This is an optimization exercise on Yosys and OpenROAD, whose aim is small area, a short achievable clock period and few clock cycles per item, not a production implementation.
Where RTL was checked, it was by simulation tests only, not by an equivalence proof against the original.
Power figures rest on the tool's default switching activity, not on a simulated workload.

Setup of north:
Design rdm_responder, start of the top module:
module rdm_responder (
    input  wire        clk,
    input  wire        rst,            
    input  wire [47:0] own_uid,        
    input  wire        rx_valid,
    input  wire [7:0]  rx_data,
    input  wire        rx_last,
    output reg         rx_ready,
    output reg         tx_valid,
    output reg  [7:0]  tx_data,
    output reg         tx_last,
    output reg         tx_break,
    input  wire        tx_ready,
    output reg         mute_line,
    output reg         mute_evt,
    output reg         identify_line,
    output reg         identify_evt
);
    function [5:0] inc6(input [5:0] a);
        inc6 = a ^ {&a[4:0], &a[3:0], &a[2:0], &a[1:0], a[0], 1'b1};
    endfunction
    function [5:0] dec6(input [5:0] a);
        dec6 = a ^ {~|a[4:0], ~|a[3:0], ~|a[2:0], ~|a[1:0], ~a[0], 1'b1};
    endfunction
    function [7:0] inc8(input [7:0] a);
        inc8 = a ^ {&a[6:0], &a[5:0], &a[4:0], &a[3:0], &a[2:0], &a[1:0], a[0], 1'b1};
    endfunction
    function cy8(input [7:0] a, input [7:0] b);
        reg [7:0] g, t;
        begin
            g = a & b;
  ...
Size: roughly 2,400 cells after synthesis, roughly 830 flip-flops, roughly 77 I/O pins, roughly 0.029 mm² of cells after synthesis.
clock: 10.0 ns
lec_check: 0
cap_margin: 20
core_margin: 2
core_utilization: 60
cts_cluster_diameter: 80
cts_cluster_size: 30
place_density: 0.75
slew_margin: 20
standard.sh (not shown) runs the stock make flow with config.mk's settings and CLKGATE_MAP_FILE= SYNTH_SCRIPT=/design/flow/synth_recipe.tcl, a recipe that flattens the netlist after the stock synthesis.
==> flow/flow/run.sh <==
#!/bin/bash
# Standard layout (the standard.sh, unchanged), with timing repair asked
# for SETUP_SLACK_MARGIN ns of extra setup slack at the design's own clock,
# and the port buffers made with the plain buf_1 cell.
set -euo pipefail
cd "$(dirname "$0")/.."
export SETUP_SLACK_MARGIN=7.0
export BUFFER_PORTS_ARGS="-buffer_cell sky130_fd_sc_hd__buf_1"
bash standard.sh finish > flow_make.log 2>&1
Testbench counts of north, summed over its fixed seeds: cycles 39,462, requests 1,280.
Input changes introduced in south (baseline for comparison: north):
--- a/flow/design.v
+++ b/flow/design.v
@@ -85,18 +85,16 @@
     reg         r_nack;
     reg  [2:0]  r_pd;
     reg  [1:0]  r_rc;                  
     reg  [5:0]  r_end;                 
     reg  [4:0]  dd;                    
     reg  [7:0]  ob_tx;                 
     reg         hb;                    
     reg         lpd;                   
-    reg  [9:0]  o_cn;
-    wire [7:0]  o_pd = ~o_cn[9:2];             
     reg         sb_v, sb_l, sb_b;
     reg         o_nv;                  
     reg  [7:0]  sb_d;
     wire [7:0]  b      = m_d;
     wire        b_eq_o = (b == ob_rx);
     wire        b_gt_o = (b > ob_rx);
     wire        b_ff   = (b == 8'hFF);
     wire        p_lo   = (pos[7:6] == 2'd0);         
@@ -268,20 +266,20 @@
                           default: pd_b = 8'h50;
                       endcase
             PD_SWVER: pd_b = idx[0] ? 8'h31 : 8'h76;
             PD_LABEL: pd_b = lab_b;
             default:  pd_b = {7'd0, identify_line};
         endcase
     end
     wire        add_p  = r_std ? ~hi_done : inr8({2'b00, idx}, 8'd9, 8'd20);
-    wire [8:0]  lsum   = {1'b0, tL} + {1'b0, o_pd};
+    wire [8:0]  lsum   = {1'b0, tL} + {1'b0, tx_data};
     wire [5:0]  tHc    = tc ? inc6(tH) : tH;
     wire [5:0]  tHc1   = tc ? inc6(inc6(tH)) : inc6(tH);
-    wire [5:0]  t_hi   = (add_p & cy8(tL, o_pd)) ? tHc1 : tHc;
+    wire [5:0]  t_hi   = (add_p & cy8(tL, tx_data)) ? tHc1 : tHc;
     wire        at_end = (idx == r_end);
     reg  [7:0]  nb;
     always @* begin
         nb = 8'h00;
         if (r_std) begin
             if (hi_done)
                 nb = tL;
             else if (at_end)
@@ -325,18 +323,16 @@
     wire        nb_last = r_std ? hi_done : (idx == 6'd23);
     wire        avail   = ~lpd | r_al;
     assign      ld      = act & avail & ~sb_v;
     wire        put  = ld | start;
     wire [7:0]  pb   = start ? (std_rep ? 8'hCC : 8'hFE) : nb;
     wire        pl   = ~start & nb_last;
     wire        pbrk = start ? std_rep : r_std;
     wire        o_free = o_nv | tx_ready;
-    wire        o_load = o_free & (sb_v | put);
-    wire [9:0]  o_new  = sb_v ? {sb_d, sb_l, sb_b} : {pb, pl, pbrk};
     wire [4:0]  base_ac = bank ? base1 : base0;
     wire [4:0]  dd_s    = ph - base_ac + 5'd24;
     wire        wr_ring = c & inr8(pos, 8'd24, 8'd55);
     wire [5:0]  pos6    = pos[5:0];
     wire [5:0]  lead_s0 = inc6(inc6(~pos6));        
     wire [5:0]  lead_s1 = inc6(~pos6);              
     wire [5:0]  idx_i   = inc6(idx);
     wire [5:0]  lead_i  = inc6(lead);
@@ -460,21 +456,20 @@
         if (start)
             lead <= c ? (m_l ? 6'd1 : lead_s1) : lead_s0;
         else if (c & m_l)
             lead <= ld ? idx_i : idx;
         else if (ld & ~c)
             lead <= lead_i;
         else if (c & ~ld)
             lead <= lead_d;
-        if (o_load) begin
-            {tx_data, tx_last, tx_break} <= o_new;
-            o_cn <= ~o_new;
-        end else
-            {tx_data, tx_last, tx_break} <= ~o_cn;
+        if (o_free) begin
+            if (sb_v) {tx_data, tx_last, tx_break} <= {sb_d, sb_l, sb_b};
+            else if (put) {tx_data, tx_last, tx_break} <= {pb, pl, pbrk};
+        end
     end
     reg         rst_q;
     wire        rr = rst | rst_q;
     always @(posedge clk) begin
         rst_q <= rst;
         if (rst) begin
             rx_ready <= 1'b0;
         end else if (rst_q) begin
==> comparison <==
On slew at the pin closest to its max-slew limit: between south and north, it ends up higher for south. Going from north to south, total power consumption of the routed design higher; number of clock buffer instances in the layout lower; sequential power lower; utilization after layout roughly the same. south ends up with higher total setup buffers inserted after CTS than north does. Relative to north, placement-stage worst setup slack increased by 0.046 ns in south. south vs north — flop and latch count out of synthesis dropped slightly. Net count after synthesis on south is down relative to north. Compared with north, in south fill cell total of the finished layout now sits lower, global-route usage now sits higher. Number of antenna violations at the first check in global routing for south: 2 down relative to north. Re total number of sequential cells: north was higher than south.
Testbench counts of south, summed over its fixed seeds: cycles 39,462, requests 1,280.

Setup of run 5:
Starting RTL as in the previous note.
export LEC_CHECK = 0
export CAP_MARGIN = 20
export CORE_MARGIN = 2
export CORE_UTILIZATION = 70
export CTS_CLUSTER_DIAMETER = 80
export CTS_CLUSTER_SIZE = 30
export PLACE_DENSITY = 0.85
export SLEW_MARGIN = 20
create_clock -name core_clock -period 10.0 [get_ports {clk}]
==> flow/flow/run.sh <==
#!/bin/bash
# Standard layout (the standard.sh, unchanged), with timing repair asked
# for SETUP_SLACK_MARGIN ns of extra setup slack at the design's own clock,
# the port buffers made with the plain buf_1 cell, and no dummy loads in CTS.
set -euo pipefail
cd "$(dirname "$0")/.."
export SETUP_SLACK_MARGIN=6.95
export BUFFER_PORTS_ARGS="-buffer_cell sky130_fd_sc_hd__buf_1"
export CTS_ARGS="-sink_clustering_enable -repair_clock_nets -sink_clustering_size 30 -sink_clustering_max_diameter 80 -dont_use_dummy_load"
bash standard.sh finish > flow_make.log 2>&1
Testbench counts of run 5, summed over its fixed seeds: cycles 39,462, requests 1,280.
#### Input delta (run 4 over run 5)
diff --git a/flow/design.v b/flow/design.v
--- a/flow/design.v
+++ b/flow/design.v
@@ -228,22 +228,32 @@
         case (tsel_n)
             3'd0: own_tx_n = own_uid[47:40];
             3'd1: own_tx_n = own_uid[39:32];
             3'd2: own_tx_n = own_uid[31:24];
             3'd3: own_tx_n = own_uid[23:16];
             3'd4: own_tx_n = own_uid[15:8];
             default: own_tx_n = own_uid[7:0];
         endcase
     end
     wire [7:0]  tap31   = bank ? ring1[255:248] : ring0[255:248];
+    wire [7:0]  tap23   = bank ? ring1[191:184] : ring0[191:184];
     wire [7:0]  tap15   = bank ? ring1[127:120] : ring0[127:120];
-    wire [7:0]  lab_b   = dd[4] ? tap15 : tap31;
+    wire [7:0]  tap7    = bank ? ring1[63:56]   : ring0[63:56];
+    reg  [7:0]  lab_b;
+    always @* begin
+        case (dd[4:3])
+            2'd0: lab_b = tap31;
+            2'd1: lab_b = tap7;
+            2'd2: lab_b = tap15;
+            default: lab_b = tap23;
+        endcase
+    end
     reg  [7:0]  pd_b;
     always @* begin
         pd_b = 8'h00;
         case (r_pd)
             PD_TWO:   pd_b = idx[0] ? {4'd0, r_rc[1] & r_rc[0], r_rc[1] & ~r_rc[0], 1'b0, |r_rc} : 8'h00;
             PD_SUPP:  case (idx[2:0])
                           3'd1: pd_b = 8'h80;     
                           3'd3: pd_b = 8'h81;     
                           3'd5: pd_b = 8'h82;     
                           default: pd_b = 8'h00;
@@ -431,36 +441,36 @@
             lpd     <= 1'b0;
             r_std   <= std_rep;
             r_nack  <= d_nack;
             r_pd    <= d_pd;
             r_rc    <= d_rc;
             r_end   <= d_end;
             tL      <= 8'h00;
             tH      <= 6'd0;
             tc      <= 1'b0;
             dd      <= dd_s;
-            r_al    <= (dd_s[3:0] == 4'd0);
+            r_al    <= (dd_s[2:0] == 3'd0);
         end else begin
             if (ld) begin
                 idx     <= idx_i;
                 hi_done <= r_std & at_end;
                 if (idx == 6'd23) lpd <= r_std & (r_pd == PD_LABEL) & (r_end != 6'd24);
                 else if (idx_i == r_end) lpd <= 1'b0;
                 if (add_p) begin
                     tL <= lsum[7:0];
                     tH <= tHc;
                     tc <= lsum[8];
                 end
             end else
             begin
                 dd   <= dd + 5'd1;
-                r_al <= (dd[3:0] == 4'd15);
+                r_al <= (dd[2:0] == 3'd7);
             end
         end
         if (ld) ob_tx <= own_tx_n;
         if (start)
             lead <= c ? (m_l ? 6'd1 : lead_s1) : lead_s0;
         else if (c & m_l)
             lead <= ld ? idx_i : idx;
         else if (ld & ~c)
             lead <= lead_i;
         else if (c & ~ld)
==> comparison <==
Run 4 completed; timing, DRC and antenna clean. Sort run 5 and run 4 by global placer's final weighted congestion, ascending, and run 4 comes first. Wire: run 4 routes more than run 5. The final reports for run 4 and run 5 show synthesized netlist net count higher in the former. In terms of die width, run 5 and run 4 differ only marginally. Fraction of the mapped netlist area in compound gates | run 4 below run 5.
For run 4, only the layout was checked, not whether the RTL still works.

-- separate check: timing with driven ports --
The flow's constraints put no driver on any port. The routed layouts listed below were extracted and timed again, unchanged, in two steps. Step 1, drivers: a clkbuf_16 drives clk and a buf_2 each remaining input, both assumed. Step 2, shift: input delay + t, output delay - t, t = (earliest + latest rising clock arrival at the registers) / 2. This alone moves slack from input paths to output paths. a / b / c = ideal ports / drivers / drivers and shift; a / b = the first two.
| run | t (ns) | setup slack, ns | clock arrival spread, ns | worst register clock-pin slew, ns | worst slew at a driven data input, ns |
|---|---|---|---|---|---|
| north | 0.642 | 6.930 / 6.873 / 6.668 | 0.036 / 0.036 | 0.11 / 0.11 | 0.06 |
| south | 0.647 | 6.763 / 6.702 / 6.593 | 0.060 / 0.060 | 0.11 / 0.11 | 0.05 |
| run 5 | 0.619 | 6.919 / 6.860 / 6.581 | 0.064 / 0.064 | 0.11 / 0.11 | 0.05 |
| run 4 | 0.600 | 6.859 / 6.805 / 6.594 | 0.096 / 0.096 | 0.11 / 0.11 | 0.06 |
After both steps every run listed still meets setup and hold. The setup slack of run 5, which loses most, moves by -0.059 ns with the drivers and by -0.338 ns with both steps.
